What follows belongs to an exercise in optimizing a design on an open flow for small area, a short achievable clock period and few clock cycles per item; a production flow would make more cautious choices.
No run shown here included a check of the RTL's function; only the layout flow was run.
Power and IR drop assume default switching activity.

## flow/design.v (module list and top-level ports; edited modules follow where they fit)
// module ntsc_palette: 25 lines
// module ntsc_cand: 1055 lines
// module ntsc_palk: 73 lines
// module ntsc_pack: 526 lines
// module ntsc_unpack: 110 lines
// module ntsc_csc: 150 lines
module ntsc_csc (
    input  wire        clk,
    input  wire        rst,
    input  wire        in_valid,
    output wire        in_ready,
    input  wire [1:0]  in_op,
    input  wire [31:0] in_data,
    output wire        out_valid,
    input  wire        out_ready,
    output wire [31:0] out_data,
    output wire        out_err
);
  // ...
==> flow/run.sh <==
#!/bin/bash
# synth_recipe.tcl (not shown) runs the flow's synth.tcl, then flattens the netlist and writes it again
# the make line also repeats each setting of config.mk as NAME=value (left out here)
make -C /OpenROAD-flow-scripts/flow DESIGN_CONFIG=/design/flow/config.mk WORK_HOME=/design/flow/orfs CLKGATE_MAP_FILE= SYNTH_SCRIPT=/design/flow/synth_recipe.tcl finish
==> flow/config.mk <==
export PLATFORM = sky130hd
export DESIGN_NAME = ntsc_csc
export DESIGN_NICKNAME = ntsc_csc
export VERILOG_FILES = /design/flow/design.v
export SDC_FILE = /design/flow/constraint.sdc
export NUM_CORES = 4
export LEC_CHECK = 0
export CAP_MARGIN = 20
export CORE_MARGIN = 2
export CORE_UTILIZATION = 40
export SLEW_MARGIN = 20
==> flow/constraint.sdc <==
create_clock -name core_clock -period 10.5 [get_ports {clk}]
set_input_delay 2.1000 -clock core_clock [delete_from_list [all_inputs] [get_ports {clk}]]
set_output_delay 2.1000 -clock core_clock [all_outputs]
set_load 0.01 [all_outputs]
==> flow_metrics.env, run 1 <==
export IMPL_post_cts_setup_buffers=0
export IMPL_grtUsageMet2_pct=56.0
export IMPL_crit_buf_inv=5
export IMPL_num_nonclk_inverters=284
export IMPL_wl_met3_um=14600
export IMPL_worst_ep_required_time_ns=11.01
export IMPL_clk_power_w=0.00105
export IMPL_end_kind="flop"
export IMPL_p_sw_share_pct=53.9
export IMPL_r2r_start="last1"
export IMPL_setup_ws_ns=2.29
export IMPL_multi_input_area_share_pct=62.1
export IMPL_dp_cells=3865
export IMPL_seq_share_pct=22.0
export IMPL_finalSetupViolCount=0
export IMPL_final_nets=3306
export IMPL_endpoint="pk[7]"
export IMPL_antenna_found_initial=6
export IMPL_nNonClkBuffers=162
export IMPL_detailedPlace_worstSlack_ns=2.68
export IMPL_post_route_min_period_ns=8.21
export IMPL_power_sequential_w=0.00150
export IMPL_status="finished clean"
export IMPL_setup_tns_ns=0
export IMPL_synth_edf_count=141
export IMPL_regToRegSetupSlack_ns=2.29
export IMPL_area_delta_synth_final_pct=9.49
==> module ntsc_palette, before the edit <==
module ntsc_palette (
    input  wire [5:0]  index,
    output reg  [23:0] rgb
);
    always @(*) begin
        case (index)
            6'h00: rgb = 24'h7C7C7C; 6'h01: rgb = 24'h0000FC; 6'h02: rgb = 24'h0000BC; 6'h03: rgb = 24'h4428BC;
            6'h04: rgb = 24'h940084; 6'h05: rgb = 24'hA80020; 6'h06: rgb = 24'hA81000; 6'h07: rgb = 24'h881400;
            6'h08: rgb = 24'h503000; 6'h09: rgb = 24'h007800; 6'h0A: rgb = 24'h006800; 6'h0B: rgb = 24'h005800;
            6'h0C: rgb = 24'h004058; 6'h0D: rgb = 24'h000000; 6'h0E: rgb = 24'h000000; 6'h0F: rgb = 24'h000000;
            6'h10: rgb = 24'hBCBCBC; 6'h11: rgb = 24'h0078F8; 6'h12: rgb = 24'h0058F8; 6'h13: rgb = 24'h6844FC;
            6'h14: rgb = 24'hD800CC; 6'h15: rgb = 24'hE40058; 6'h16: rgb = 24'hF83800; 6'h17: rgb = 24'hE45C10;
            6'h18: rgb = 24'hAC7C00; 6'h19: rgb = 24'h00B800; 6'h1A: rgb = 24'h00A800; 6'h1B: rgb = 24'h00A844;
            6'h1C: rgb = 24'h008888; 6'h1D: rgb = 24'h000000; 6'h1E: rgb = 24'h000000; 6'h1F: rgb = 24'h000000;
            6'h20: rgb = 24'hF8F8F8; 6'h21: rgb = 24'h3CBCFC; 6'h22: rgb = 24'h6888FC; 6'h23: rgb = 24'h9878F8;
            6'h24: rgb = 24'hF878F8; 6'h25: rgb = 24'hF85898; 6'h26: rgb = 24'hF87858; 6'h27: rgb = 24'hFCA044;
            6'h28: rgb = 24'hF8B800; 6'h29: rgb = 24'hB8F818; 6'h2A: rgb = 24'h58D854; 6'h2B: rgb = 24'h58F898;
            6'h2C: rgb = 24'h00E8D8; 6'h2D: rgb = 24'h787878; 6'h2E: rgb = 24'h000000; 6'h2F: rgb = 24'h000000;
            6'h30: rgb = 24'hFCFCFC; 6'h31: rgb = 24'hA4E4FC; 6'h32: rgb = 24'hB8B8F8; 6'h33: rgb = 24'hD8B8F8;
            6'h34: rgb = 24'hF8B8F8; 6'h35: rgb = 24'hF8A4C0; 6'h36: rgb = 24'hF0D0B0; 6'h37: rgb = 24'hFCE0A8;
            6'h38: rgb = 24'hF8D878; 6'h39: rgb = 24'hD8F878; 6'h3A: rgb = 24'hB8F8B8; 6'h3B: rgb = 24'hB8F8D8;
            6'h3C: rgb = 24'h00FCFC; 6'h3D: rgb = 24'hF8D8F8; 6'h3E: rgb = 24'h000000; default: rgb = 24'h000000;
        endcase
    end
endmodule
==> module ntsc_palk, before the edit <==
module ntsc_palk (
    input  wire [5:0]  index,
    output reg  [16:0] k
);
    always @(*) begin
        case (index)
            6'd0: k = 17'd125306;
            6'd1: k = 17'd123134;
            6'd2: k = 17'd126654;
            6'd3: k = 17'd125876;
            6'd4: k = 17'd126156;
            6'd5: k = 17'd127416;
            6'd6: k = 17'd127512;
            6'd7: k = 17'd128710;
            6'd8: k = 17'd129984;
            6'd9: k = 17'd129272;
            6'd10: k = 17'd129720;
            6'd11: k = 17'd130104;
            6'd12: k = 17'd129592;
            6'd13: k = 17'd0;
            6'd14: k = 17'd0;
            6'd15: k = 17'd0;
            6'd16: k = 17'd117818;
            6'd17: k = 17'd121584;
            6'd18: k = 17'd122416;
            6'd19: k = 17'd121204;
            6'd20: k = 17'd120038;
            6'd21: k = 17'd123606;
            6'd22: k = 17'd122992;
            6'd23: k = 17'd123484;
            6'd24: k = 17'd125452;
            6'd25: k = 17'd126840;
            6'd26: k = 17'd127544;
            6'd27: k = 17'd126966;
            6'd28: k = 17'd126448;
            6'd29: k = 17'd0;
            6'd30: k = 17'd0;
            6'd31: k = 17'd0;
            6'd32: k = 17'd108008;
            6'd33: k = 17'd118266;
            6'd34: k = 17'd119470;
            6'd35: k = 17'd118696;
            6'd36: k = 17'd113896;
            6'd37: k = 17'd119528;
            6'd38: k = 17'd120616;
            6'd39: k = 17'd119356;
            6'd40: k = 17'd119152;
            6'd41: k = 17'd119080;
            6'd42: k = 17'd123390;
            6'd43: k = 17'd119528;
            6'd44: k = 17'd118512;
            6'd45: k = 17'd125672;
            6'd46: k = 17'd0;
            6'd47: k = 17'd0;
            6'd48: k = 17'd107258;
            6'd49: k = 17'd113274;
            6'd50: k = 17'd114920;
            6'd51: k = 17'd113320;
            6'd52: k = 17'd111464;
            6'd53: k = 17'd115414;
            6'd54: k = 17'd114592;
            6'd55: k = 17'd113334;
            6'd56: k = 17'd115752;
            6'd57: k = 17'd115752;
            6'd58: k = 17'd114920;
            6'd59: k = 17'd113320;
            6'd60: k = 17'd115196;
            6'd61: k = 17'd109864;
            6'd62: k = 17'd0;
            default: k = 17'd0;
        endcase
    end
endmodule
==> run 2, diff against run 1 <==
==> flow/design.v (replaced) <==
module ntsc_palette (
    input  wire [5:0]  index,
    output wire [23:0] rgb
);
    localparam [64*24-1:0] PAL = {
        24'h000000, 24'h000000, 24'hF8D8F8, 24'h00FCFC, 24'hB8F8D8, 24'hB8F8B8, 24'hD8F878, 24'hF8D878,
        24'hFCE0A8, 24'hF0D0B0, 24'hF8A4C0, 24'hF8B8F8, 24'hD8B8F8, 24'hB8B8F8, 24'hA4E4FC, 24'hFCFCFC,
        24'h000000, 24'h000000, 24'h787878, 24'h00E8D8, 24'h58F898, 24'h58D854, 24'hB8F818, 24'hF8B800,
        24'hFCA044, 24'hF87858, 24'hF85898, 24'hF878F8, 24'h9878F8, 24'h6888FC, 24'h3CBCFC, 24'hF8F8F8,
        24'h000000, 24'h000000, 24'h000000, 24'h008888, 24'h00A844, 24'h00A800, 24'h00B800, 24'hAC7C00,
        24'hE45C10, 24'hF83800, 24'hE40058, 24'hD800CC, 24'h6844FC, 24'h0058F8, 24'h0078F8, 24'hBCBCBC,
        24'h000000, 24'h000000, 24'h000000, 24'h004058, 24'h005800, 24'h006800, 24'h007800, 24'h503000,
        24'h881400, 24'hA81000, 24'hA80020, 24'h940084, 24'h4428BC, 24'h0000BC, 24'h0000FC, 24'h7C7C7C
    };
    assign rgb = PAL[index*24 +: 24];
endmodule
module ntsc_cand (
    input  wire [23:0] col,
    input  wire [2:0]  step,
    output reg  [6:0]  o
);
    always @(*) begin
        if (col[7:0] < 8'd97) begin
            if (col[23:16] < 8'd94) begin
                if (col[15:8] < 8'd96) begin
                    if (col[23:16] < 8'd61) begin
                        if (col[15:8] < 8'd44) begin
                            if (col[7:0] < 8'd36) begin
                                if (col[23:16] < 8'd29) begin
                                    o = 7'd77;
                                end else begin
                                    case (step)
                                        3'd0: o = 7'd8;
                                        default: o = 7'd77;
                                    endcase
                                end
                            end else begin
                                case (step)
                                    3'd0: o = 7'd8;
                                    3'd1: o = 7'd12;
                                    default: o = 7'd77;
                                endcase
                            end
                        end else begin
                            if (col[7:0] < 8'd65) begin
                                if (col[7:0] < 8'd36) begin
                                    if (col[23:16] < 8'd28) begin
                                        o = 7'd75;
                                    end else begin
                                        case (step)
                                            3'd0: o = 7'd8;
                                            default: o = 7'd75;
                                        endcase
                                    end
                                end else begin
                                    if (col[7:0] < 8'd50) begin
                                        case (step)
                                            3'd0: o = 7'd8;
                                            3'd1: o = 7'd11;
                                            default: o = 7'd76;
                                        endcase
                                    end else begin
                                        case (step)
                                            3'd0: o = 7'd8;
                                            default: o = 7'd76;
                                        endcase
                                    end
                                end
                            end else begin
                                o = 7'd76;
                            end
                        end
                    end else begin
                        if (col[15:8] < 8'd48) begin
                            if (col[7:0] < 8'd65) begin
                                if (col[23:16] < 8'd91) begin
                                    o = 7'd72;
                                end else begin
                                    case (step)
                                        3'd0: o = 7'd7;
                                        default: o = 7'd72;
                                    endcase
                                end
                            end else begin
                                case (step)
                                    3'd0: o = 7'd4;
                                    3'd1: o = 7'd7;
                                    3'd2: o = 7'd8;
                                    3'd3: o = 7'd12;
                                    default: o = 7'd109;
                                endcase
                            end
                        end else begin
                            if (col[7:0] < 8'd56) begin
                                o = 7'd72;
                            end else begin
                                case (step)
                                    3'd0: o = 7'd8;
                                    3'd1: o = 7'd12;
                                    default: o = 7'd109;
                                endcase
                            end
                        end
                    end
                end else begin
                    if (col[15:8] < 8'd176) begin
                        if (col[15:8] < 8'd145) begin
                            if (col[7:0] < 8'd66) begin
                                if (col[23:16] < 8'd54) begin
                                    if (col[15:8] < 8'd112) begin
                                        if (col[7:0] < 8'd50) begin
                                            o = 7'd74;
                                        end else begin
                                            case (step)
                                                3'd0: o = 7'd10;
                                                default: o = 7'd76;
                                            endcase
                                        end
                                    end else begin
                                        if (col[7:0] < 8'd35) begin
                                            o = 7'd73;
                                        end else begin
                                            case (step)
                                                3'd0: o = 7'd9;
                                                3'd1: o = 7'd12;
                                                default: o = 7'd91;
                                            endcase
                                        end
                                    end
                                end else begin
                                    case (step)
                                        3'd0: o = 7'd8;
                                        3'd1: o = 7'd9;
                                        3'd2: o = 7'd10;
                                        3'd3: o = 7'd12;
                                        3'd4: o = 7'd24;
                                        3'd5: o = 7'd27;
                                        3'd6: o = 7'd42;
                                        default: o = 7'd109;
                                    endcase
                                end
                            end else begin
                                if (col[23:16] < 8'd73) begin
                                    case (step)
                                        3'd0: o = 7'd12;
                                        3'd1: o = 7'd27;
                                        3'd2: o = 7'd28;
                                        default: o = 7'd109;
                                    endcase
                                end else begin
                                    o = 7'd109;
                                end
                            end
                        end else begin
                            if (col[7:0] < 8'd35) begin
                                if (col[23:16] < 8'd61) begin
                                    o = 7'd90;
                                end else begin
                                    case (step)
                                        3'd0: o = 7'd24;
                                        3'd1: o = 7'd26;
                                        default: o = 7'd106;
                                    endcase
                                end
                            end else begin
                                if (col[23:16] < 8'd50) begin
                                    o = 7'd91;
                                end else begin
                                    case (step)
                                        3'd0: o = 7'd27;
                                        3'd1: o = 7'd42;
                                        default: o = 7'd109;
                                    endcase
                                end
                            end
                        end
                    end else begin
                        if (col[7:0] < 8'd53) begin
                            if (col[7:0] < 8'd35) begin
                                if (col[23:16] < 8'd32) begin
                                    o = 7'd89;
                                end else begin
                                    case (step)
                                        3'd0: o = 7'd25;
                                        default: o = 7'd106;
                                    endcase
                                end
                            end else begin
                                case (step)
                                    3'd0: o = 7'd25;
                                    3'd1: o = 7'd27;
                                    default: o = 7'd106;
                                endcase
                            end
                        end else begin
                            if (col[23:16] < 8'd57) begin
                                case (step)
                                    3'd0: o = 7'd27;
                                    default: o = 7'd106;
                                endcase
                            end else begin
                                o = 7'd106;
                            end
                        end
                    end
                end
            end else begin
                if (col[15:8] < 8'd88) begin
                    if (col[23:16] < 8'd165) begin
                        if (col[7:0] < 8'd50) begin
                            if (col[15:8] < 8'd71) begin
                                if (col[23:16] < 8'd128) begin
                                    case (step)
                                        3'd0: o = 7'd5;
                                        3'd1: o = 7'd7;
                                        default: o = 7'd72;
                                    endcase
                                end else begin
                                    if (col[23:16] < 8'd150) begin
                                        if (col[7:0] < 8'd13) begin
                                            o = 7'd71;
                                        end else begin
                                            case (step)
                                                3'd0: o = 7'd5;
                                                default: o = 7'd71;
                                            endcase
                                        end
                                    end else begin
                                        case (step)
                                            3'd0: o = 7'd5;
                                            3'd1: o = 7'd6;
                                            default: o = 7'd71;
                                        endcase
                                    end
                                end
                            end else begin
                                case (step)
                                    3'd0: o = 7'd7;
                                    3'd1: o = 7'd8;
                                    default: o = 7'd88;
                                endcase
                            end
                        end else begin
                            if (col[7:0] < 8'd85) begin
                                case (step)
                                    3'd0: o = 7'd4;
                                    3'd1: o = 7'd5;
                                    3'd2: o = 7'd7;
                                    3'd3: o = 7'd8;
                                    3'd4: o = 7'd24;
                                    default: o = 7'd109;
                                endcase
                            end else begin
                                case (step)
                                    3'd0: o = 7'd4;
                                    default: o = 7'd109;
                                endcase
                            end
                        end
                    end else begin
                        if (col[23:16] < 8'd191) begin
                            if (col[7:0] < 8'd67) begin
                                if (col[15:8] < 8'd54) begin
                                    case (step)
                                        3'd0: o = 7'd5;
                                        default: o = 7'd70;
                                    endcase
                                end else begin
                                    case (step)
                                        3'd0: o = 7'd5;
                                        3'd1: o = 7'd6;
                                        3'd2: o = 7'd23;
                                        default: o = 7'd88;
                                    endcase
                                end
                            end else begin
                                case (step)
                                    3'd0: o = 7'd4;
                                    3'd1: o = 7'd5;
                                    3'd2: o = 7'd21;
                                    3'd3: o = 7'd23;
                                    3'd4: o = 7'd24;
                                    3'd5: o = 7'd38;
                                    default: o = 7'd109;
                                endcase
                            end
                        end else begin
                            if (col[7:0] < 8'd80) begin
                                if (col[7:0] < 8'd12) begin
                                    case (step)
                                        3'd0: o = 7'd6;
                                        3'd1: o = 7'd22;
                                        default: o = 7'd87;
                                    endcase
                                end else begin
                                    if (col[7:0] < 8'd39) begin
                                        if (col[15:8] < 8'd82) begin
                                            case (step)
                                                3'd0: o = 7'd5;
                                                3'd1: o = 7'd6;
                                                3'd2: o = 7'd21;
                                                3'd3: o = 7'd22;
                                                default: o = 7'd87;
                                            endcase
                                        end else begin
                                            o = 7'd87;
                                        end
                                    end else begin
                                        case (step)
                                            3'd0: o = 7'd5;
                                            3'd1: o = 7'd21;
                                            3'd2: o = 7'd22;
                                            3'd3: o = 7'd23;
                                            default: o = 7'd102;
                                        endcase
                                    end
                                end
                            end else begin
                                if (col[15:8] < 8'd58) begin
                                    o = 7'd85;
                                end else begin
                                    case (step)
                                        3'd0: o = 7'd21;
                                        default: o = 7'd102;
                                    endcase
                                end
                            end
                        end
                    end
                end else begin
                    if (col[15:8] < 8'd166) begin
                        if (col[23:16] < 8'd171) begin
                            if (col[15:8] < 8'd135) begin
                                if (col[23:16] < 8'd125) begin
                                    if (col[7:0] < 8'd60) begin
                                        case (step)
                                            3'd0: o = 7'd8;
                                            3'd1: o = 7'd24;
                                            default: o = 7'd109;
                                        endcase
                                    end else begin
                                        o = 7'd109;
                                    end
                                end else begin
                                    if (col[7:0] < 8'd50) begin
                                        o = 7'd88;
                                    end else begin
                                        case (step)
                                            3'd0: o = 7'd0;
                                            3'd1: o = 7'd24;
                                            default: o = 7'd109;
                                        endcase
                                    end
                                end
                            end else begin
                                case (step)
                                    3'd0: o = 7'd0;
                                    3'd1: o = 7'd24;
                                    3'd2: o = 7'd42;
                                    default: o = 7'd109;
                                endcase
                            end
                        end else begin
                            if (col[7:0] < 8'd42) begin
                                if (col[23:16] < 8'd180) begin
                                    o = 7'd88;
                                end else begin
                                    if (col[15:8] < 8'd122) begin
                                        if (col[23:16] < 8'd210) begin
                                            case (step)
                                                3'd0: o = 7'd23;
                                                default: o = 7'd88;
                                            endcase
                                        end else begin
                                            o = 7'd87;
                                        end
                                    end else begin
                                        case (step)
                                            3'd0: o = 7'd23;
                                            3'd1: o = 7'd24;
                                            3'd2: o = 7'd39;
                                            default: o = 7'd104;
                                        endcase
                                    end
                                end
                            end else begin
                                if (col[23:16] < 8'd208) begin
                                    case (step)
                                        3'd0: o = 7'd0;
                                        3'd1: o = 7'd23;
                                        3'd2: o = 7'd24;
                                        3'd3: o = 7'd38;
                                        3'd4: o = 7'd39;
                                        default: o = 7'd109;
                                    endcase
                                end else begin
                                    if (col[15:8] < 8'd154) begin
                                        if (col[7:0] < 8'd68) begin
                                            case (step)
                                                3'd0: o = 7'd23;
                                                3'd1: o = 7'd38;
                                                default: o = 7'd103;
                                            endcase
                                        end else begin
                                            if (col[15:8] < 8'd134) begin
                                                o = 7'd102;
                                            end else begin
                                                case (step)
                                                    3'd0: o = 7'd38;
                                                    default: o = 7'd103;
                                                endcase
                                            end
                                        end
                                    end else begin
                                        o = 7'd103;
                                    end
                                end
                            end
                        end
                    end else begin
                        if (col[23:16] < 8'd182) begin
                            if (col[15:8] < 8'd195) begin
                                if (col[7:0] < 8'd52) begin
                                    case (step)
                                        3'd0: o = 7'd24;
                                        3'd1: o = 7'd41;
                                        default: o = 7'd106;
                                    endcase
                                end else begin
                                    if (col[23:16] < 8'd136) begin
                                        case (step)
                                            3'd0: o = 7'd0;
                                            default: o = 7'd106;
                                        endcase
                                    end else begin
                                        case (step)
                                            3'd0: o = 7'd0;
                                            3'd1: o = 7'd24;
                                            3'd2: o = 7'd39;
                                            3'd3: o = 7'd41;
                                            3'd4: o = 7'd42;
                                            default: o = 7'd121;
                                        endcase
                                    end
                                end
                            end else begin
                                if (col[7:0] < 8'd79) begin
                                    case (step)
                                        3'd0: o = 7'd41;
                                        default: o = 7'd106;
                                    endcase
                                end else begin
                                    if (col[23:16] < 8'd144) begin
                                        o = 7'd106;
                                    end else begin
                                        case (step)
                                            3'd0: o = 7'd41;
                                            3'd1: o = 7'd42;
                                            default: o = 7'd121;
                                        endcase
                                    end
                                end
                            end
                        end else begin
                            if (col[7:0] < 8'd32) begin
                                if (col[23:16] < 8'd201) begin
                                    if (col[15:8] < 8'd205) begin
                                        case (step)
                                            3'd0: o = 7'd24;
                                            3'd1: o = 7'd40;
                                            default: o = 7'd105;
                                        endcase
                                    end else begin
                                        o = 7'd105;
                                    end
                                end else begin
                                    if (col[15:8] < 8'd193) begin
                                        o = 7'd104;
                                    end else begin
                                        case (step)
                                            3'd0: o = 7'd40;
                                            default: o = 7'd105;
                                        endcase
                                    end
                                end
                            end else begin
                                if (col[15:8] < 8'd182) begin
                                    if (col[7:0] < 8'd57) begin
                                        case (step)
                                            3'd0: o = 7'd24;
                                            3'd1: o = 7'd39;
                                            3'd2: o = 7'd40;
                                            default: o = 7'd105;
                                        endcase
                                    end else begin
                                        o = 7'd103;
                                    end
                                end else begin
                                    if (col[7:0] < 8'd54) begin
                                        case (step)
                                            3'd0: o = 7'd39;
                                            3'd1: o = 7'd40;
                                            3'd2: o = 7'd41;
                                            default: o = 7'd120;
                                        endcase
                                    end else begin
                                        case (step)
                                            3'd0: o = 7'd39;
                                            3'd1: o = 7'd41;
                                            3'd2: o = 7'd56;
                                            default: o = 7'd121;
                                        endcase
                                    end
                                end
                            end
                        end
                    end
                end
            end
        end else begin
            if (col[23:16] < 8'd94) begin
                if (col[15:8] < 8'd121) begin
                    if (col[7:0] < 8'd187) begin
                        if (col[23:16] < 8'd54) begin
                            if (col[15:8] < 8'd66) begin
                                case (step)
                                    3'd0: o = 7'd2;
                                    3'd1: o = 7'd3;
                                    default: o = 7'd76;
                                endcase
                            end else begin
                                if (col[7:0] < 8'd129) begin
                                    case (step)
                                        3'd0: o = 7'd12;
                                        default: o = 7'd92;
                                    endcase
                                end else begin
                                    case (step)
                                        3'd0: o = 7'd2;
                                        3'd1: o = 7'd3;
                                        3'd2: o = 7'd12;
                                        3'd3: o = 7'd18;
                                        default: o = 7'd92;
                                    endcase
                                end
                            end
                        end else begin
                            if (col[15:8] < 8'd87) begin
                                if (col[7:0] < 8'd161) begin
                                    case (step)
                                        3'd0: o = 7'd3;
                                        3'd1: o = 7'd4;
                                        3'd2: o = 7'd12;
                                        default: o = 7'd109;
                                    endcase
                                end else begin
                                    o = 7'd67;
                                end
                            end else begin
                                if (col[7:0] < 8'd132) begin
                                    if (col[23:16] < 8'd65) begin
                                        case (step)
                                            3'd0: o = 7'd12;
                                            3'd1: o = 7'd28;
                                            default: o = 7'd109;
                                        endcase
                                    end else begin
                                        o = 7'd109;
                                    end
                                end else begin
                                    case (step)
                                        3'd0: o = 7'd0;
                                        3'd1: o = 7'd3;
                                        3'd2: o = 7'd28;
                                        3'd3: o = 7'd34;
                                        default: o = 7'd109;
                                    endcase
                                end
                            end
                        end
                    end else begin
                        if (col[15:8] < 8'd101) begin
                            if (col[23:16] < 8'd46) begin
                                if (col[7:0] < 8'd220) begin
                                    case (step)
                                        3'd0: o = 7'd2;
                                        3'd1: o = 7'd3;
                                        default: o = 7'd82;
                                    endcase
                                end else begin
                                    if (col[15:8] < 8'd78) begin
                                        if (col[15:8] < 8'd2) begin
                                            o = 7'd65;
                                        end else begin
                                            case (step)
                                                3'd0: o = 7'd1;
                                                3'd1: o = 7'd3;
                                                default: o = 7'd82;
                                            endcase
                                        end
                                    end else begin
                                        o = 7'd82;
                                    end
                                end
                            end else begin
                                if (col[7:0] < 8'd196) begin
                                    o = 7'd67;
                                end else begin
                                    if (col[15:8] < 8'd47) begin
                                        case (step)
                                            3'd0: o = 7'd1;
                                            3'd1: o = 7'd3;
                                            default: o = 7'd83;
                                        endcase
                                    end else begin
                                        case (step)
                                            3'd0: o = 7'd3;
                                            3'd1: o = 7'd18;
                                            default: o = 7'd83;
                                        endcase
                                    end
                                end
                            end
                        end else begin
                            if (col[15:8] < 8'd104) begin
                                case (step)
                                    3'd0: o = 7'd3;
                                    3'd1: o = 7'd18;
                                    3'd2: o = 7'd19;
                                    3'd3: o = 7'd28;
                                    default: o = 7'd98;
                                endcase
                            end else begin
                                if (col[7:0] < 8'd213) begin
                                    case (step)
                                        3'd0: o = 7'd3;
                                        3'd1: o = 7'd17;
                                        3'd2: o = 7'd28;
                                        default: o = 7'd98;
                                    endcase
                                end else begin
                                    case (step)
                                        3'd0: o = 7'd17;
                                        default: o = 7'd98;
                                    endcase
                                end
                            end
                        end
                    end
                end else begin
                    if (col[7:0] < 8'd179) begin
                        if (col[15:8] < 8'd142) begin
                            if (col[23:16] < 8'd55) begin
                                o = 7'd92;
                            end else begin
                                case (step)
                                    3'd0: o = 7'd0;
                                    3'd1: o = 7'd28;
                                    default: o = 7'd109;
                                endcase
                            end
                        end else begin
                            if (col[15:8] < 8'd190) begin
                                if (col[7:0] < 8'd158) begin
                                    if (col[23:16] < 8'd37) begin
                                        case (step)
                                            3'd0: o = 7'd27;
                                            default: o = 7'd92;
                                        endcase
                                    end else begin
                                        case (step)
                                            3'd0: o = 7'd0;
                                            3'd1: o = 7'd27;
                                            3'd2: o = 7'd28;
                                            3'd3: o = 7'd42;
                                            3'd4: o = 7'd43;
                                            default: o = 7'd109;
                                        endcase
                                    end
                                end else begin
                                    case (step)
                                        3'd0: o = 7'd0;
                                        3'd1: o = 7'd28;
                                        3'd2: o = 7'd33;
                                        3'd3: o = 7'd43;
                                        default: o = 7'd108;
                                    endcase
                                end
                            end else begin
                                if (col[23:16] < 8'd49) begin
                                    case (step)
                                        3'd0: o = 7'd27;
                                        3'd1: o = 7'd28;
                                        3'd2: o = 7'd42;
                                        3'd3: o = 7'd43;
                                        default: o = 7'd108;
                                    endcase
                                end else begin
                                    if (col[7:0] < 8'd138) begin
                                        case (step)
                                            3'd0: o = 7'd42;
                                            default: o = 7'd107;
                                        endcase
                                    end else begin
                                        o = 7'd107;
                                    end
                                end
                            end
                        end
                    end else begin
                        if (col[15:8] < 8'd182) begin
                            if (col[23:16] < 8'd51) begin
                                if (col[15:8] < 8'd137) begin
                                    case (step)
                                        3'd0: o = 7'd17;
                                        default: o = 7'd92;
                                    endcase
                                end else begin
                                    case (step)
                                        3'd0: o = 7'd17;
                                        3'd1: o = 7'd28;
                                        3'd2: o = 7'd33;
                                        default: o = 7'd108;
                                    endcase
                                end
                            end else begin
                                if (col[15:8] < 8'd173) begin
                                    case (step)
                                        3'd0: o = 7'd0;
                                        3'd1: o = 7'd17;
                                        3'd2: o = 7'd28;
                                        3'd3: o = 7'd33;
                                        default: o = 7'd98;
                                    endcase
                                end else begin
                                    case (step)
                                        3'd0: o = 7'd33;
                                        default: o = 7'd107;
                                    endcase
                                end
                            end
                        end else begin
                            if (col[23:16] < 8'd38) begin
                                if (col[15:8] < 8'd227) begin
                                    case (step)
                                        3'd0: o = 7'd33;
                                        3'd1: o = 7'd44;
                                        default: o = 7'd124;
                                    endcase
                                end else begin
                                    if (col[7:0] < 8'd227) begin
                                        o = 7'd108;
                                    end else begin
                                        if (col[7:0] < 8'd243) begin
                                            case (step)
                                                3'd0: o = 7'd44;
                                                default: o = 7'd124;
                                            endcase
                                        end else begin
                                            o = 7'd124;
                                        end
                                    end
                                end
                            end else begin
                                if (col[7:0] < 8'd242) begin
                                    case (step)
                                        3'd0: o = 7'd33;
                                        3'd1: o = 7'd43;
                                        3'd2: o = 7'd44;
                                        default: o = 7'd124;
                                    endcase
                                end else begin
                                    if (col[15:8] < 8'd225) begin
                                        o = 7'd97;
                                    end else begin
                                        case (step)
                                            3'd0: o = 7'd33;
                                            default: o = 7'd124;
                                        endcase
                                    end
                                end
                            end
                        end
                    end
                end
            end else begin
                if (col[15:8] < 8'd113) begin
                    if (col[7:0] < 8'd177) begin
                        if (col[23:16] < 8'd168) begin
                            if (col[15:8] < 8'd99) begin
                                if (col[15:8] < 8'd48) begin
                                    if (col[23:16] < 8'd133) begin
                                        case (step)
                                            3'd0: o = 7'd3;
                                            default: o = 7'd68;
                                        endcase
                                    end else begin
                                        o = 7'd68;
                                    end
                                end else begin
                                    if (col[15:8] < 8'd72) begin
                                        case (step)
                                            3'd0: o = 7'd0;
                                            3'd1: o = 7'd3;
                                            3'd2: o = 7'd4;
                                            default: o = 7'd109;
                                        endcase
                                    end else begin
                                        if (col[7:0] < 8'd144) begin
                                            if (col[23:16] < 8'd125) begin
                                                o = 7'd109;
                                            end else begin
                                                case (step)
                                                    3'd0: o = 7'd0;
                                                    default: o = 7'd109;
                                                endcase
                                            end
                                        end else begin
                                            case (step)
                                                3'd0: o = 7'd0;
                                                3'd1: o = 7'd3;
                                                default: o = 7'd109;
                                            endcase
                                        end
                                    end
                                end
                            end else begin
                                case (step)
                                    3'd0: o = 7'd0;
                                    default: o = 7'd109;
                                endcase
                            end
                        end else begin
                            if (col[23:16] < 8'd207) begin
                                if (col[15:8] < 8'd66) begin
                                    if (col[7:0] < 8'd143) begin
                                        case (step)
                                            3'd0: o = 7'd4;
                                            3'd1: o = 7'd21;
                                            default: o = 7'd101;
                                        endcase
                                    end else begin
                                        case (step)
                                            3'd0: o = 7'd4;
                                            3'd1: o = 7'd20;
                                            default: o = 7'd101;
                                        endcase
                                    end
                                end else begin
                                    case (step)
                                        3'd0: o = 7'd0;
                                        3'd1: o = 7'd4;
                                        3'd2: o = 7'd21;
                                        3'd3: o = 7'd37;
                                        3'd4: o = 7'd38;
                                        default: o = 7'd109;
                                    endcase
                                end
                            end else begin
                                if (col[15:8] < 8'd66) begin
                                    if (col[7:0] < 8'd109) begin
                                        case (step)
                                            3'd0: o = 7'd21;
                                            3'd1: o = 7'd37;
                                            default: o = 7'd102;
                                        endcase
                                    end else begin
                                        case (step)
                                            3'd0: o = 7'd20;
                                            3'd1: o = 7'd21;
                                            default: o = 7'd101;
                                        endcase
                                    end
                                end else begin
                                    if (col[7:0] < 8'd124) begin
                                        case (step)
                                            3'd0: o = 7'd37;
                                            default: o = 7'd102;
                                        endcase
                                    end else begin
                                        o = 7'd101;
                                    end
                                end
                            end
                        end
                    end else begin
                        if (col[23:16] < 8'd201) begin
                            if (col[15:8] < 8'd48) begin
                                if (col[23:16] < 8'd180) begin
                                    case (step)
                                        3'd0: o = 7'd3;
                                        3'd1: o = 7'd4;
                                        3'd2: o = 7'd19;
                                        default: o = 7'd84;
                                    endcase
                                end else begin
                                    o = 7'd84;
                                end
                            end else begin
                                if (col[7:0] < 8'd219) begin
                                    if (col[23:16] < 8'd146) begin
                                        case (step)
                                            3'd0: o = 7'd0;
                                            3'd1: o = 7'd3;
                                            3'd2: o = 7'd4;
                                            3'd3: o = 7'd19;
                                            3'd4: o = 7'd34;
                                            default: o = 7'd99;
                                        endcase
                                    end else begin
                                        case (step)
                                            3'd0: o = 7'd0;
                                            3'd1: o = 7'd4;
                                            3'd2: o = 7'd19;
                                            3'd3: o = 7'd20;
                                            3'd4: o = 7'd35;
                                            default: o = 7'd101;
                                        endcase
                                    end
                                end else begin
                                    if (col[15:8] < 8'd103) begin
                                        if (col[23:16] < 8'd117) begin
                                            o = 7'd83;
                                        end else begin
                                            case (step)
                                                3'd0: o = 7'd19;
                                                3'd1: o = 7'd20;
                                                default: o = 7'd99;
                                            endcase
                                        end
                                    end else begin
                                        case (step)
                                            3'd0: o = 7'd34;
                                            default: o = 7'd99;
                                        endcase
                                    end
                                end
                            end
                        end else begin
                            if (col[15:8] < 8'd36) begin
                                o = 7'd84;
                            end else begin
                                case (step)
                                    3'd0: o = 7'd20;
                                    3'd1: o = 7'd36;
                                    default: o = 7'd101;
                                endcase
                            end
                        end
                    end
                end else begin
                    if (col[7:0] < 8'd177) begin
                        if (col[23:16] < 8'd179) begin
                            if (col[15:8] < 8'd163) begin
                                if (col[23:16] < 8'd131) begin
                                    case (step)
                                        3'd0: o = 7'd0;
                                        default: o = 7'd109;
                                    endcase
                                end else begin
                                    if (col[7:0] < 8'd122) begin
                                        case (step)
                                            3'd0: o = 7'd0;
                                            default: o = 7'd109;
                                        endcase
                                    end else begin
                                        case (step)
                                            3'd0: o = 7'd0;
                                            default: o = 7'd80;
                                        endcase
                                    end
                                end
                            end else begin
                                if (col[15:8] < 8'd174) begin
                                    if (col[23:16] < 8'd122) begin
                                        case (step)
                                            3'd0: o = 7'd0;
                                            3'd1: o = 7'd16;
                                            3'd2: o = 7'd42;
                                            default: o = 7'd109;
                                        endcase
                                    end else begin
                                        case (step)
                                            3'd0: o = 7'd0;
                                            default: o = 7'd80;
                                        endcase
                                    end
                                end else begin
                                    if (col[7:0] < 8'd142) begin
                                        if (col[23:16] < 8'd135) begin
                                            case (step)
                                                3'd0: o = 7'd0;
                                                3'd1: o = 7'd42;
                                                default: o = 7'd107;
                                            endcase
                                        end else begin
                                            case (step)
                                                3'd0: o = 7'd0;
                                                3'd1: o = 7'd16;
                                                3'd2: o = 7'd42;
                                                3'd3: o = 7'd43;
                                                3'd4: o = 7'd57;
                                                default: o = 7'd122;
                                            endcase
                                        end
                                    end else begin
                                        if (col[23:16] < 8'd153) begin
                                            case (step)
                                                3'd0: o = 7'd0;
                                                3'd1: o = 7'd16;
                                                3'd2: o = 7'd43;
                                                default: o = 7'd122;
                                            endcase
                                        end else begin
                                            if (col[15:8] < 8'd213) begin
                                                o = 7'd80;
                                            end else begin
                                                case (step)
                                                    3'd0: o = 7'd16;
                                                    default: o = 7'd122;
                                                endcase
                                            end
                                        end
                                    end
                                end
                            end
                        end else begin
                            if (col[15:8] < 8'd186) begin
                                if (col[15:8] < 8'd150) begin
                                    case (step)
                                        3'd0: o = 7'd0;
                                        3'd1: o = 7'd16;
                                        3'd2: o = 7'd37;
                                        3'd3: o = 7'd38;
                                        default: o = 7'd117;
                                    endcase
                                end else begin
                                    if (col[7:0] < 8'd146) begin
                                        case (step)
                                            3'd0: o = 7'd0;
                                            3'd1: o = 7'd16;
                                            3'd2: o = 7'd38;
                                            3'd3: o = 7'd39;
                                            3'd4: o = 7'd53;
                                            3'd5: o = 7'd54;
                                            3'd6: o = 7'd56;
                                            default: o = 7'd121;
                                        endcase
                                    end else begin
                                        if (col[23:16] < 8'd209) begin
                                            o = 7'd80;
                                        end else begin
                                            case (step)
                                                3'd0: o = 7'd16;
                                                3'd1: o = 7'd53;
                                                default: o = 7'd118;
                                            endcase
                                        end
                                    end
                                end
                            end else begin
                                if (col[7:0] < 8'd138) begin
                                    if (col[23:16] < 8'd207) begin
                                        case (step)
                                            3'd0: o = 7'd16;
                                            3'd1: o = 7'd56;
                                            default: o = 7'd121;
                                        endcase
                                    end else begin
                                        case (step)
                                            3'd0: o = 7'd56;
                                            default: o = 7'd121;
                                        endcase
                                    end
                                end else begin
                                    if (col[23:16] < 8'd225) begin
                                        case (step)
                                            3'd0: o = 7'd16;
                                            3'd1: o = 7'd54;
                                            3'd2: o = 7'd55;
                                            3'd3: o = 7'd56;
                                            3'd4: o = 7'd57;
                                            default: o = 7'd122;
                                        endcase
                                    end else begin
                                        if (col[7:0] < 8'd161) begin
                                            case (step)
                                                3'd0: o = 7'd54;
                                                3'd1: o = 7'd55;
                                                3'd2: o = 7'd56;
                                                default: o = 7'd121;
                                            endcase
                                        end else begin
                                            case (step)
                                                3'd0: o = 7'd54;
                                                default: o = 7'd119;
                                            endcase
                                        end
                                    end
                                end
                            end
                        end
                    end else begin
                        if (col[23:16] < 8'd201) begin
                            if (col[15:8] < 8'd173) begin
                                if (col[7:0] < 8'd219) begin
                                    if (col[23:16] < 8'd177) begin
                                        case (step)
                                            3'd0: o = 7'd0;
                                            3'd1: o = 7'd16;
                                            3'd2: o = 7'd34;
                                            3'd3: o = 7'd35;
                                            default: o = 7'd114;
                                        endcase
                                    end else begin
                                        if (col[15:8] < 8'd148) begin
                                            case (step)
                                                3'd0: o = 7'd16;
                                                3'd1: o = 7'd35;
                                                3'd2: o = 7'd37;
                                                3'd3: o = 7'd50;
                                                default: o = 7'd117;
                                            endcase
                                        end else begin
                                            case (step)
                                                3'd0: o = 7'd16;
                                                default: o = 7'd114;
                                            endcase
                                        end
                                    end
                                end else begin
                                    if (col[23:16] < 8'd120) begin
                                        o = 7'd98;
                                    end else begin
                                        if (col[23:16] < 8'd141) begin
                                            case (step)
                                                3'd0: o = 7'd34;
                                                3'd1: o = 7'd35;
                                                default: o = 7'd114;
                                            endcase
                                        end else begin
                                            if (col[15:8] < 8'd137) begin
                                                o = 7'd99;
                                            end else begin
                                                case (step)
                                                    3'd0: o = 7'd35;
                                                    default: o = 7'd114;
                                                endcase
                                            end
                                        end
                                    end
                                end
                            end else begin
                                if (col[23:16] < 8'd137) begin
                                    if (col[15:8] < 8'd193) begin
                                        case (step)
                                            3'd0: o = 7'd0;
                                            3'd1: o = 7'd16;
                                            3'd2: o = 7'd33;
                                            3'd3: o = 7'd34;
                                            3'd4: o = 7'd43;
                                            3'd5: o = 7'd49;
                                            default: o = 7'd114;
                                        endcase
                                    end else begin
                                        if (col[23:16] < 8'd118) begin
                                            case (step)
                                                3'd0: o = 7'd16;
                                                3'd1: o = 7'd33;
                                                3'd2: o = 7'd43;
                                                default: o = 7'd113;
                                            endcase
                                        end else begin
                                            if (col[7:0] < 8'd223) begin
                                                case (step)
                                                    3'd0: o = 7'd16;
                                                    3'd1: o = 7'd43;
                                                    3'd2: o = 7'd49;
                                                    3'd3: o = 7'd58;
                                                    default: o = 7'd123;
                                                endcase
                                            end else begin
                                                o = 7'd113;
                                            end
                                        end
                                    end
                                end else begin
                                    if (col[7:0] < 8'd201) begin
                                        if (col[15:8] < 8'd215) begin
                                            o = 7'd80;
                                        end else begin
                                            if (col[15:8] < 8'd220) begin
                                                case (step)
                                                    3'd0: o = 7'd16;
                                                    default: o = 7'd122;
                                                endcase
                                            end else begin
                                                o = 7'd122;
                                            end
                                        end
                                    end else begin
                                        if (col[15:8] < 8'd220) begin
                                            if (col[15:8] < 8'd189) begin
                                                if (col[7:0] < 8'd220) begin
                                                    case (step)
                                                        3'd0: o = 7'd16;
                                                        default: o = 7'd114;
                                                    endcase
                                                end else begin
                                                    o = 7'd114;
                                                end
                                            end else begin
                                                case (step)
                                                    3'd0: o = 7'd16;
                                                    3'd1: o = 7'd49;
                                                    3'd2: o = 7'd50;
                                                    default: o = 7'd123;
                                                endcase
                                            end
                                        end else begin
                                            case (step)
                                                3'd0: o = 7'd49;
                                                default: o = 7'd123;
                                            endcase
                                        end
                                    end
                                end
                            end
                        end else begin
                            if (col[15:8] < 8'd201) begin
                                if (col[15:8] < 8'd132) begin
                                    if (col[7:0] < 8'd212) begin
                                        case (step)
                                            3'd0: o = 7'd36;
                                            3'd1: o = 7'd37;
                                            default: o = 7'd117;
                                        endcase
                                    end else begin
                                        o = 7'd100;
                                    end
                                end else begin
                                    if (col[23:16] < 8'd233) begin
                                        if (col[7:0] < 8'd228) begin
                                            case (step)
                                                3'd0: o = 7'd16;
                                                3'd1: o = 7'd36;
                                                3'd2: o = 7'd51;
                                                3'd3: o = 7'd53;
                                                default: o = 7'd118;
                                            endcase
                                        end else begin
                                            if (col[15:8] < 8'd153) begin
                                                case (step)
                                                    3'd0: o = 7'd36;
                                                    default: o = 7'd115;
                                                endcase
                                            end else begin
                                                o = 7'd115;
                                            end
                                        end
                                    end else begin
                                        if (col[15:8] < 8'd153) begin
                                            case (step)
                                                3'd0: o = 7'd36;
                                                default: o = 7'd117;
                                            endcase
                                        end else begin
                                            if (col[7:0] < 8'd228) begin
                                                case (step)
                                                    3'd0: o = 7'd52;
                                                    3'd1: o = 7'd53;
                                                    default: o = 7'd118;
                                                endcase
                                            end else begin
                                                o = 7'd116;
                                            end
                                        end
                                    end
                                end
                            end else begin
                                if (col[7:0] < 8'd221) begin
                                    if (col[7:0] < 8'd201) begin
                                        if (col[23:16] < 8'd220) begin
                                            case (step)
                                                3'd0: o = 7'd16;
                                                3'd1: o = 7'd54;
                                                default: o = 7'd122;
                                            endcase
                                        end else begin
                                            case (step)
                                                3'd0: o = 7'd54;
                                                3'd1: o = 7'd55;
                                                default: o = 7'd122;
                                            endcase
                                        end
                                    end else begin
                                        if (col[15:8] < 8'd221) begin
                                            case (step)
                                                3'd0: o = 7'd16;
                                                3'd1: o = 7'd51;
                                                3'd2: o = 7'd54;
                                                3'd3: o = 7'd59;
                                                default: o = 7'd125;
                                            endcase
                                        end else begin
                                            case (step)
                                                3'd0: o = 7'd32;
                                                3'd1: o = 7'd54;
                                                3'd2: o = 7'd55;
                                                3'd3: o = 7'd59;
                                                default: o = 7'd125;
                                            endcase
                                        end
                                    end
                                end else begin
                                    if (col[23:16] < 8'd232) begin
                                        if (col[15:8] < 8'd232) begin
                                            if (col[23:16] < 8'd222) begin
                                                if (col[15:8] < 8'd212) begin
                                                    o = 7'd115;
                                                end else begin
                                                    case (step)
                                                        3'd0: o = 7'd49;
                                                        3'd1: o = 7'd51;
                                                        3'd2: o = 7'd59;
                                                        default: o = 7'd125;
                                                    endcase
                                                end
                                            end else begin
                                                if (col[15:8] < 8'd211) begin
                                                    case (step)
                                                        3'd0: o = 7'd51;
                                                        default: o = 7'd125;
                                                    endcase
                                                end else begin
                                                    o = 7'd125;
                                                end
                                            end
                                        end else begin
                                            if (col[23:16] < 8'd222) begin
                                                case (step)
                                                    3'd0: o = 7'd32;
                                                    3'd1: o = 7'd49;
                                                    default: o = 7'd123;
                                                endcase
                                            end else begin
                                                o = 7'd96;
                                            end
                                        end
                                    end else begin
                                        if (col[15:8] < 8'd232) begin
                                            o = 7'd125;
                                        end else begin
                                            if (col[7:0] < 8'd241) begin
                                                o = 7'd96;
                                            end else begin
                                                case (step)
                                                    3'd0: o = 7'd32;
                                                    default: o = 7'd112;
                                                endcase
                                            end
                                        end
                                    end
                                end
                            end
                        end
                    end
                end
            end
        end
    end
endmodule
module ntsc_palk (
    input  wire [5:0]  index,
    output wire [14:0] k
);
    localparam [64*15-1:0] K = {
        15'd24576,
        15'd24576,
        15'd3368,
        15'd8700,
        15'd6824,
        15'd8424,
        15'd9256,
        15'd9256,
        15'd6838,
        15'd8096,
        15'd8918,
        15'd4968,
        15'd6824,
        15'd8424,
        15'd6778,
        15'd762,
        15'd24576,
        15'd24576,
        15'd19176,
        15'd12016,
        15'd13032,
        15'd16894,
        15'd12584,
        15'd12656,
        15'd12860,
        15'd14120,
        15'd13032,
        15'd7400,
        15'd12200,
        15'd12974,
        15'd11770,
        15'd1512,
        15'd24576,
        15'd24576,
        15'd24576,
        15'd19952,
        15'd20470,
        15'd21048,
        15'd20344,
        15'd18956,
        15'd16988,
        15'd16496,
        15'd17110,
        15'd13542,
        15'd14708,
        15'd15920,
        15'd15088,
        15'd11322,
        15'd24576,
        15'd24576,
        15'd24576,
        15'd23096,
        15'd23608,
        15'd23224,
        15'd22776,
        15'd23488,
        15'd22214,
        15'd21016,
        15'd20920,
        15'd19660,
        15'd19380,
        15'd20158,
        15'd16638,
        15'd18810
    };
    assign k = K[index*15 +: 15];
endmodule
module ntsc_pack (
    input  wire [23:0] c,
    output wire [15:0] w
);
    localparam [256*5-1:0] Q5 = {
        5'd31,
        5'd31,
        5'd31,
        5'd31,
        5'd31,
        5'd30,
        5'd30,
        5'd30,
        5'd30,
        5'd30,
        5'd30,
        5'd30,
        5'd30,
        5'd29,
        5'd29,
        5'd29,
        5'd29,
        5'd29,
        5'd29,
        5'd29,
        5'd29,
        5'd28,
        5'd28,
        5'd28,
        5'd28,
        5'd28,
        5'd28,
        5'd28,
        5'd28,
        5'd27,
        5'd27,
        5'd27,
        5'd27,
        5'd27,
        5'd27,
        5'd27,
        5'd27,
        5'd27,
        5'd26,
        5'd26,
        5'd26,
        5'd26,
        5'd26,
        5'd26,
        5'd26,
        5'd26,
        5'd25,
        5'd25,
        5'd25,
        5'd25,
        5'd25,
        5'd25,
        5'd25,
        5'd25,
        5'd24,
        5'd24,
        5'd24,
        5'd24,
        5'd24,
        5'd24,
        5'd24,
        5'd24,
        5'd23,
        5'd23,
        5'd23,
        5'd23,
        5'd23,
        5'd23,
        5'd23,
        5'd23,
        5'd22,
        5'd22,
        5'd22,
        5'd22,
        5'd22,
        5'd22,
        5'd22,
        5'd22,
        5'd22,
        5'd21,
        5'd21,
        5'd21,
        5'd21,
        5'd21,
        5'd21,
        5'd21,
        5'd21,
        5'd20,
        5'd20,
        5'd20,
        5'd20,
        5'd20,
        5'd20,
        5'd20,
        5'd20,
        5'd19,
        5'd19,
        5'd19,
        5'd19,
        5'd19,
        5'd19,
        5'd19,
        5'd19,
        5'd18,
        5'd18,
        5'd18,
        5'd18,
        5'd18,
        5'd18,
        5'd18,
        5'd18,
        5'd18,
        5'd17,
        5'd17,
        5'd17,
        5'd17,
        5'd17,
        5'd17,
        5'd17,
        5'd17,
        5'd16,
        5'd16,
        5'd16,
        5'd16,
        5'd16,
        5'd16,
        5'd16,
        5'd16,
        5'd15,
        5'd15,
        5'd15,
        5'd15,
        5'd15,
        5'd15,
        5'd15,
        5'd15,
        5'd14,
        5'd14,
        5'd14,
        5'd14,
        5'd14,
        5'd14,
        5'd14,
        5'd14,
        5'd13,
        5'd13,
        5'd13,
        5'd13,
        5'd13,
        5'd13,
        5'd13,
        5'd13,
        5'd13,
        5'd12,
        5'd12,
        5'd12,
        5'd12,
        5'd12,
        5'd12,
        5'd12,
        5'd12,
        5'd11,
        5'd11,
        5'd11,
        5'd11,
        5'd11,
        5'd11,
        5'd11,
        5'd11,
        5'd10,
        5'd10,
        5'd10,
        5'd10,
        5'd10,
        5'd10,
        5'd10,
        5'd10,
        5'd9,
        5'd9,
        5'd9,
        5'd9,
        5'd9,
        5'd9,
        5'd9,
        5'd9,
        5'd9,
        5'd8,
        5'd8,
        5'd8,
        5'd8,
        5'd8,
        5'd8,
        5'd8,
        5'd8,
        5'd7,
        5'd7,
        5'd7,
        5'd7,
        5'd7,
        5'd7,
        5'd7,
        5'd7,
        5'd6,
        5'd6,
        5'd6,
        5'd6,
        5'd6,
        5'd6,
        5'd6,
        5'd6,
        5'd5,
        5'd5,
        5'd5,
        5'd5,
        5'd5,
        5'd5,
        5'd5,
        5'd5,
        5'd4,
        5'd4,
        5'd4,
        5'd4,
        5'd4,
        5'd4,
        5'd4,
        5'd4,
        5'd4,
        5'd3,
        5'd3,
        5'd3,
        5'd3,
        5'd3,
        5'd3,
        5'd3,
        5'd3,
        5'd2,
        5'd2,
        5'd2,
        5'd2,
        5'd2,
        5'd2,
        5'd2,
        5'd2,
        5'd1,
        5'd1,
        5'd1,
        5'd1,
        5'd1,
        5'd1,
        5'd1,
        5'd1,
        5'd0,
        5'd0,
        5'd0,
        5'd0,
        5'd0
    };
    localparam [256*6-1:0] Q6 = {
        6'd63,
        6'd63,
        6'd63,
        6'd62,
        6'd62,
        6'd62,
        6'd62,
        6'd61,
        6'd61,
        6'd61,
        6'd61,
        6'd60,
        6'd60,
        6'd60,
        6'd60,
        6'd59,
        6'd59,
        6'd59,
        6'd59,
        6'd58,
        6'd58,
        6'd58,
        6'd58,
        6'd57,
        6'd57,
        6'd57,
        6'd57,
        6'd56,
        6'd56,
        6'd56,
        6'd56,
        6'd55,
        6'd55,
        6'd55,
        6'd55,
        6'd54,
        6'd54,
        6'd54,
        6'd54,
        6'd53,
        6'd53,
        6'd53,
        6'd53,
        6'd52,
        6'd52,
        6'd52,
        6'd52,
        6'd51,
        6'd51,
        6'd51,
        6'd51,
        6'd50,
        6'd50,
        6'd50,
        6'd50,
        6'd49,
        6'd49,
        6'd49,
        6'd49,
        6'd48,
        6'd48,
        6'd48,
        6'd48,
        6'd47,
        6'd47,
        6'd47,
        6'd47,
        6'd46,
        6'd46,
        6'd46,
        6'd46,
        6'd45,
        6'd45,
        6'd45,
        6'd45,
        6'd44,
        6'd44,
        6'd44,
        6'd44,
        6'd43,
        6'd43,
        6'd43,
        6'd43,
        6'd42,
        6'd42,
        6'd42,
        6'd42,
        6'd42,
        6'd41,
        6'd41,
        6'd41,
        6'd41,
        6'd40,
        6'd40,
        6'd40,
        6'd40,
        6'd39,
        6'd39,
        6'd39,
        6'd39,
        6'd38,
        6'd38,
        6'd38,
        6'd38,
        6'd37,
        6'd37,
        6'd37,
        6'd37,
        6'd36,
        6'd36,
        6'd36,
        6'd36,
        6'd35,
        6'd35,
        6'd35,
        6'd35,
        6'd34,
        6'd34,
        6'd34,
        6'd34,
        6'd33,
        6'd33,
        6'd33,
        6'd33,
        6'd32,
        6'd32,
        6'd32,
        6'd32,
        6'd31,
        6'd31,
        6'd31,
        6'd31,
        6'd30,
        6'd30,
        6'd30,
        6'd30,
        6'd29,
        6'd29,
        6'd29,
        6'd29,
        6'd28,
        6'd28,
        6'd28,
        6'd28,
        6'd27,
        6'd27,
        6'd27,
        6'd27,
        6'd26,
        6'd26,
        6'd26,
        6'd26,
        6'd25,
        6'd25,
        6'd25,
        6'd25,
        6'd24,
        6'd24,
        6'd24,
        6'd24,
        6'd23,
        6'd23,
        6'd23,
        6'd23,
        6'd22,
        6'd22,
        6'd22,
        6'd22,
        6'd21,
        6'd21,
        6'd21,
        6'd21,
        6'd21,
        6'd20,
        6'd20,
        6'd20,
        6'd20,
        6'd19,
        6'd19,
        6'd19,
        6'd19,
        6'd18,
        6'd18,
        6'd18,
        6'd18,
        6'd17,
        6'd17,
        6'd17,
        6'd17,
        6'd16,
        6'd16,
        6'd16,
        6'd16,
        6'd15,
        6'd15,
        6'd15,
        6'd15,
        6'd14,
        6'd14,
        6'd14,
        6'd14,
        6'd13,
        6'd13,
        6'd13,
        6'd13,
        6'd12,
        6'd12,
        6'd12,
        6'd12,
        6'd11,
        6'd11,
        6'd11,
        6'd11,
        6'd10,
        6'd10,
        6'd10,
        6'd10,
        6'd9,
        6'd9,
        6'd9,
        6'd9,
        6'd8,
        6'd8,
        6'd8,
        6'd8,
        6'd7,
        6'd7,
        6'd7,
        6'd7,
        6'd6,
        6'd6,
        6'd6,
        6'd6,
        6'd5,
        6'd5,
        6'd5,
        6'd5,
        6'd4,
        6'd4,
        6'd4,
        6'd4,
        6'd3,
        6'd3,
        6'd3,
        6'd3,
        6'd2,
        6'd2,
        6'd2,
        6'd2,
        6'd1,
        6'd1,
        6'd1,
        6'd1,
        6'd0,
        6'd0,
        6'd0
    };
    assign w = {Q5[c[23:16]*5 +: 5], Q6[c[15:8]*6 +: 6], Q5[c[7:0]*5 +: 5]};
endmodule
module ntsc_unpack (
    input  wire [15:0] w,
    output wire [23:0] c
);
    localparam [32*8-1:0] E5 = {
        8'd255,
        8'd247,
        8'd239,
        8'd230,
        8'd222,
        8'd214,
        8'd206,
        8'd197,
        8'd189,
        8'd181,
        8'd173,
        8'd165,
        8'd156,
        8'd148,
        8'd140,
        8'd132,
        8'd123,
        8'd115,
        8'd107,
        8'd99,
        8'd90,
        8'd82,
        8'd74,
        8'd66,
        8'd58,
        8'd49,
        8'd41,
        8'd33,
        8'd25,
        8'd16,
        8'd8,
        8'd0
    };
    localparam [64*8-1:0] E6 = {
        8'd255,
        8'd251,
        8'd247,
        8'd243,
        8'd239,
        8'd235,
        8'd231,
        8'd227,
        8'd223,
        8'd219,
        8'd215,
        8'd210,
        8'd206,
        8'd202,
        8'd198,
        8'd194,
        8'd190,
        8'd186,
        8'd182,
        8'd178,
        8'd174,
        8'd170,
        8'd166,
        8'd162,
        8'd158,
        8'd154,
        8'd150,
        8'd146,
        8'd142,
        8'd138,
        8'd134,
        8'd130,
        8'd125,
        8'd121,
        8'd117,
        8'd113,
        8'd109,
        8'd105,
        8'd101,
        8'd97,
        8'd93,
        8'd89,
        8'd85,
        8'd81,
        8'd77,
        8'd73,
        8'd69,
        8'd65,
        8'd61,
        8'd57,
        8'd53,
        8'd49,
        8'd45,
        8'd40,
        8'd36,
        8'd32,
        8'd28,
        8'd24,
        8'd20,
        8'd16,
        8'd12,
        8'd8,
        8'd4,
        8'd0
    };
    assign c = {E5[w[15:11]*8 +: 8], E6[w[10:5]*8 +: 8], E5[w[4:0]*8 +: 8]};
endmodule
module ntsc_csc (
    input  wire        clk,
    input  wire        rst,
    input  wire        in_valid,
    output wire        in_ready,
    input  wire [1:0]  in_op,
    input  wire [31:0] in_data,
    output wire        out_valid,
    input  wire        out_ready,
    output wire [31:0] out_data,
    output wire        out_err
);
    localparam OP_DECODE = 2'd0;
    localparam OP_ENCODE = 2'd1;
    localparam OP_PACK   = 2'd2;
    localparam OP_UNPACK = 2'd3;
    reg         ov;
    reg  [23:0] od;
    reg         oe;
    wire        adv = !ov | out_ready;
    reg         v0;
    reg  [1:0]  op0;
    reg  [23:0] d0;
    reg         e0;
    reg         v1;
    reg  [1:0]  op1;
    reg  [23:0] d1;
    reg         e1;
    reg  [2:0]  step1;
    reg  [5:0]  idx1;
    reg         first1, last1;
    reg         sel1;        
    wire        done1 = !v1 | last1;
    wire        take0 = adv & done1;
    assign in_ready = adv & (!v0 | done1);
    always @(posedge clk) begin
        if (rst) begin
            v0 <= 1'b0;
        end else if (in_ready) begin
            v0 <= in_valid;
        end
    end
    always @(posedge clk) begin
        if (in_ready) begin
            op0 <= in_op;
            d0  <= in_data[23:0];
            e0  <= |in_data[31:6];
        end
    end
    wire [23:0] ccol  = sel1 ? d0 : d1;
    wire [2:0]  cstep = sel1 ? 3'd0 : step1;
    wire [6:0]  cand;
    ntsc_cand u_cand (.col(ccol), .step(cstep), .o(cand));
    always @(posedge clk) begin
        if (rst) begin
            v1 <= 1'b0;
        end else if (take0) begin
            v1 <= v0;
        end
    end
    always @(posedge clk) begin
        if (rst) begin
            sel1 <= 1'b1;
        end else if (adv) begin
            sel1 <= done1 ? (!v0 | (op0 != OP_ENCODE) | cand[6]) : cand[6];
        end
    end
    always @(posedge clk) begin
        if (adv) begin
            if (done1) begin
                op1    <= op0;
                d1     <= d0;
                e1     <= e0;
                step1  <= 3'd1;
                first1 <= 1'b1;
                idx1   <= (op0 == OP_ENCODE) ? cand[5:0] : d0[5:0];
                last1  <= (op0 == OP_ENCODE) ? cand[6] : 1'b1;
            end else begin
                step1  <= step1 + 3'd1;
                first1 <= 1'b0;
                idx1   <= cand[5:0];
                last1  <= cand[6];
            end
        end
    end
    wire [23:0] prgb;
    wire [14:0] pk;
    ntsc_palette u_pal (.index(idx1), .rgb(prgb));
    ntsc_palk    u_pk  (.index(idx1), .k(pk));
    wire [9:0]  r3 = {2'b00, d1[23:16]} + {1'b0, d1[23:16], 1'b0};
    wire [9:0]  g3 = {2'b00, d1[15:8]}  + {1'b0, d1[15:8], 1'b0};
    wire [9:0]  b3 = {2'b00, d1[7:0]}   + {1'b0, d1[7:0], 1'b0};
    function [9:0] pick(input [1:0] dig, input [7:0] c, input [9:0] c3);
        case (dig)
            2'd0:    pick = 10'd0;
            2'd1:    pick = {2'b00, c};
            2'd2:    pick = {1'b0, c, 1'b0};
            default: pick = c3;
        endcase
    endfunction
    function [33:0] csa(input [16:0] a, input [16:0] b, input [16:0] c);
        csa = {(a & b | a & c | b & c) << 1, a ^ b ^ c};
    endfunction
    wire [16:0] row0 = {7'd0, pick(prgb[19:18], d1[23:16], r3)};
    wire [16:0] row1 = {5'd0, pick(prgb[21:20], d1[23:16], r3), 2'd0};
    wire [16:0] row2 = {3'd0, pick(prgb[23:22], d1[23:16], r3), 4'd0};
    wire [16:0] row3 = {7'd0, pick(prgb[11:10], d1[15:8], g3)};
    wire [16:0] row4 = {5'd0, pick(prgb[13:12], d1[15:8], g3), 2'd0};
    wire [16:0] row5 = {3'd0, pick(prgb[15:14], d1[15:8], g3), 4'd0};
    wire [16:0] row6 = {7'd0, pick(prgb[3:2], d1[7:0], b3)};
    wire [16:0] row7 = {5'd0, pick(prgb[5:4], d1[7:0], b3), 2'd0};
    wire [16:0] row8 = {3'd0, pick(prgb[7:6], d1[7:0], b3), 4'd0};
    wire [33:0] l1a = csa(row0, row1, row2);
    wire [33:0] l1b = csa(row3, row4, row5);
    wire [33:0] l1c = csa(row6, row7, row8);
    wire [33:0] l2a = csa(l1a[16:0], l1a[33:17], l1b[16:0]);
    wire [33:0] l2b = csa(l1b[33:17], l1c[16:0], l1c[33:17]);
    wire [33:0] l3a = csa(l2a[16:0], l2a[33:17], l2b[16:0]);
    wire [15:0] packed565;
    wire [23:0] unpacked;
    ntsc_pack   u_pack   (.c(d1), .w(packed565));
    ntsc_unpack u_unpack (.w(d1[15:0]), .c(unpacked));
    reg  [23:0] r1;
    always @(*) begin
        case (op1)
            OP_DECODE: r1 = e1 ? 24'd0 : prgb;
            OP_ENCODE: r1 = {1'b0, idx1, l3a[16:0]};
            OP_PACK:   r1 = {8'd0, packed565};
            default:   r1 = unpacked;
        endcase
    end
    reg         v2;
    reg         enc2, first2, last2, err2;
    reg  [23:0] d2;
    reg  [16:1] c2, e2;
    reg  [14:0] k2;
    always @(posedge clk) begin
        if (rst) begin
            v2 <= 1'b0;
        end else if (adv) begin
            v2 <= v1;
        end
    end
    always @(posedge clk) begin
        if (adv) begin
            enc2   <= (op1 == OP_ENCODE);
            first2 <= first1;
            last2  <= last1;
            err2   <= e1 & (op1 == OP_DECODE);
            d2     <= r1;
            c2     <= l3a[33:18];
            e2     <= l2b[33:18];
            k2     <= pk;
        end
    end
    reg  [16:0] best;
    wire [16:0] score2 = d2[16:0] + {c2, 1'b0} + {e2, 1'b0} + {2'b00, k2};
    wire [17:0] diff2  = {1'b0, d2[16:0]} + {1'b0, c2, 1'b0} + {1'b0, e2, 1'b0} + {3'b000, k2} + {1'b1, ~best};
    wire        better = first2 | !diff2[17];
    always @(posedge clk) begin
        if (rst) begin
            ov <= 1'b0;
        end else if (adv) begin
            ov <= v2 & (!enc2 | last2);
        end
    end
    always @(posedge clk) begin
        if (adv & v2) begin
            if (enc2) begin
                oe <= 1'b0;
                if (better) begin
                    best <= score2;
                    od   <= {18'd0, d2[22:17]};
                end
            end else begin
                oe <= err2;
                od <= d2;
            end
        end
    end
    assign out_valid = ov;
    assign out_data  = {8'd0, od};
    assign out_err   = oe;
endmodule
==> flow/flow/run.sh (new file) <==
#!/bin/bash
set -euo pipefail
bash standard.sh SETUP_SLACK_MARGIN=5.6 finish > standard_flow.log 2>&1
==> flow/standard.sh (new file) <==
#!/bin/bash
# synth_recipe.tcl (not shown) runs the flow's synth.tcl, then flattens the netlist and writes it again
# the make line also repeats each setting of config.mk as NAME=value (left out here)
make -C /OpenROAD-flow-scripts/flow DESIGN_CONFIG=/design/flow/config.mk WORK_HOME=/design/flow/orfs CLKGATE_MAP_FILE= SYNTH_SCRIPT=/design/flow/synth_recipe.tcl "${@:-finish}"
removed: flow/run.sh
==> run 2 against run 1 <==
Effect of this change:
- still clean
- area after synthesis decreased by 3.1%
- first-iteration DRC count up 28%
- via count increased by 8.0%
- combinational power fell by 48%
- register-to-register slack improved by 3.1 ns
- synthesized cell count rose by 5.6%
- routed wire length rose by 1.1%
- fmax increased by 62%
- critical path depth shrank 9
- count of clock-buffer cells in the layout is 18 lower
- worst setup slack improved by 3.1 ns
- critical path type unchanged
- critical endpoint is now last1
- largest power group unchanged
==> flow_metrics.env, run 2 <==
export IMPL_cts_root_buf="clkbuf_16"
export IMPL_portBuffers=64
export IMPL_total_power_w=0.00671
export IMPL_slew_headroom_pct=11.9
export IMPL_grt_util_all_layers_pct=39.7
export IMPL_status="finished clean"
export IMPL_drt_iter0_drc=4819
export IMPL_end_kind="flop"
export IMPL_synth_cell_types=117
export IMPL_netlist_area_sq_mm=0.0250
export IMPL_synth_common_cells="a21oi_1, nand2_1, nor2_1, o21ai_0, inv_1"
export IMPL_syn_inst=3237
export IMPL_finalSetupViolCount=0
export IMPL_setup_tns_ns=0
export IMPL_drt_vias_per_instance=7.02
export IMPL_synth_edf_count=173
export IMPL_vdd_ir_drop_worst_v=0.000165
export IMPL_yosysSeqAreaShare_pct=21.2
export IMPL_fillers=6172
export IMPL_dp_hpwl_um=97300
export IMPL_cts_buffers=17
export IMPL_rsz0062_at_grt="yes"
export IMPL_area_delta_synth_final_pct=13.1
export IMPL_core_rowCount=91
export IMPL_gr_total_overflow=0
export IMPL_worst_ep_required_time_ns=10.75
export IMPL_grt_max_degree=92
export IMPL_vias=28700
export IMPL_final_cell_count_no_fill=4087
export IMPL_post_route_min_period_ns=5.08
export IMPL_path_max_fanout=89
export IMPL_pwr_share_seq_pct=17.4
export IMPL_grt_pass1_wl_um=185000
export IMPL_cts_tree="done"
export IMPL_most_common_layout_cells="nand2_1, a21oi_1, nor2_1, o21ai_0, inv_1"
export IMPL_yosysTopAreaCellShare_pct=20.8
export IMPL_yosys_warnings=2
export IMPL_clock_skew_ns=0.0203
export IMPL_synth_avg_cell_area_sq_um=7.71
export IMPL_antenna_found_initial=8
export IMPL_async_reset_ff_share_pct=0
export IMPL_arrival_ns=5.33
export IMPL_critPathLaunchType="flop"
export IMPL_final_nets=3476
export IMPL_drt_pass1_iter_count=8
export IMPL_drv_cap=0
export IMPL_clock_path_buffers=2
export IMPL_p_sw_share_pct=50.4
export IMPL_dp_cells=3980
-- run 2: cell types whose count changed after synthesis, moves of 36 or more --
cell      change
inv_1        -70
fa_1         -36
nor2_1      +118
a21oi_1      +99
clkbuf_1     +59
dfxtp_1      -93
and2_1       -86
o21ai_0      +93
nor2b_1      +39
-- run 2: path summary, 6_finish.rpt --
| check | start | end | slack, ns | depth (start not counted) |
|---|---|---|---|---|
| min | e0 | e1 | 0.43 | 0 |
| max reg2reg | sel1 | last1 | 5.42 | 11 |
| min reg2reg | e0 | e1 | 0.43 | 0 |
| max | sel1 | last1 | 5.42 | 11 |
-- run 2: worst max-delay path: cells and delay by family (launching register included) --
family / cells / cell delay (ns)
flip-flops: 1 / 0.70
AND/OR/NAND/NOR: 5 / 1.49
buffers and inverters: 1 / 0.41
AO/OA/AOI/OAI: 5 / 2.16
-- run 2: per-stage QoR --
stage	setup WS (ns)	hold slack [ns]	util [%]
after CTS	5.54	0.433	44.7
after detailed placement	4.31	0.408	42.7
after global placement	4.41	0.409	42.6
after floorplan	5.36	0.400	-
after global routing	5.55	0.450	45.7
final	5.42	0.432	45.8
-- run 2: final cells by class --
type,count,share of cell area [%]
tap,837,3.71
sequential,178,18.8
antenna,3,0.0266
clock inverter,15,0.771
timing repair inverter,1,0.0266
timing repair buffer,226,7.34
clock buffer,17,1.51
multi-input combinational,2609,65.1
inverter,201,2.80
-- run 2: cell families after synthesis --
| family | Yosys count | synth area share (%) |
|---|---|---|
| AO/OA/AOI/OAI | 1216 | 31.9 |
| XOR/XNOR | 32 | 1.12 |
| adder cells (fa/ha/maj) | 204 | 13.0 |
| buffers and inverters | 458 | 7.70 |
| flip-flops | 178 | 21.2 |
| multiplexers | 113 | 5.10 |
| other | 1 | 0.0150 |
| AND/OR/NAND/NOR | 1035 | 19.9 |
-- run 2: what timing repair did --
| action | 4_1_cts | 5_1_grt |
|---|---|---|
| setup buffers | 41 | 26 |
| gates cloned | 3 | 2 |
| pin swaps | 6 | 5 |
| resized for setup | 70 | 104 |
| setup endpoints to repair | 34 | 18 |
-- run 2: power by group through the flow --
stage	Clock (W)	Sequential (W)	Combinational (W)
floorplan	0	0.00114	0.00318
detailed placement	0	0.00120	0.00451
global placement	0	0.00119	0.00443
CTS	0.000719	0.00117	0.00464
global route	0.000739	0.00118	0.00536
finish	0.000707	0.00117	0.00484
-- run 2: layer usage --
metal | part of all wire (%) | wire length, um | global-route usage (%) | vias to the layer above
met5 | 0.023 | 30 | 0 | -
met4 | 4.6 | 6060 | 14.3 | 6
met3 | 16 | 20400 | 16.5 | 420
met2 | 40 | 52100 | 56.1 | 2321
met1 | 40 | 52400 | 53.9 | 13900
li1 | - | - | - | 12100

-- port drivers added, routing unchanged --
How much do the figures lean on ideal ports? The routed layouts below were timed once more, with nothing changed but the port constraints.
Step 1: set_driving_cell puts a clkbuf_16 on clk and a buf_2 on each other input, an assumption about the parent block.
Step 2 also shifts input and output timing later by t, the mid clock arrival at the registers, as if the neighbouring blocks saw the same clock.
Three values: no drivers, after step 1, after step 2; two values: the first two.
| run | shift t [ns] | setup WS [ns] |
|---|---|---|
| run 1 | 0.647 | 2.289 / 2.289 / 2.289 |
| run 2 | 0.558 | 5.423 / 5.423 / 5.423 |
After both steps every run listed still meets setup and hold.
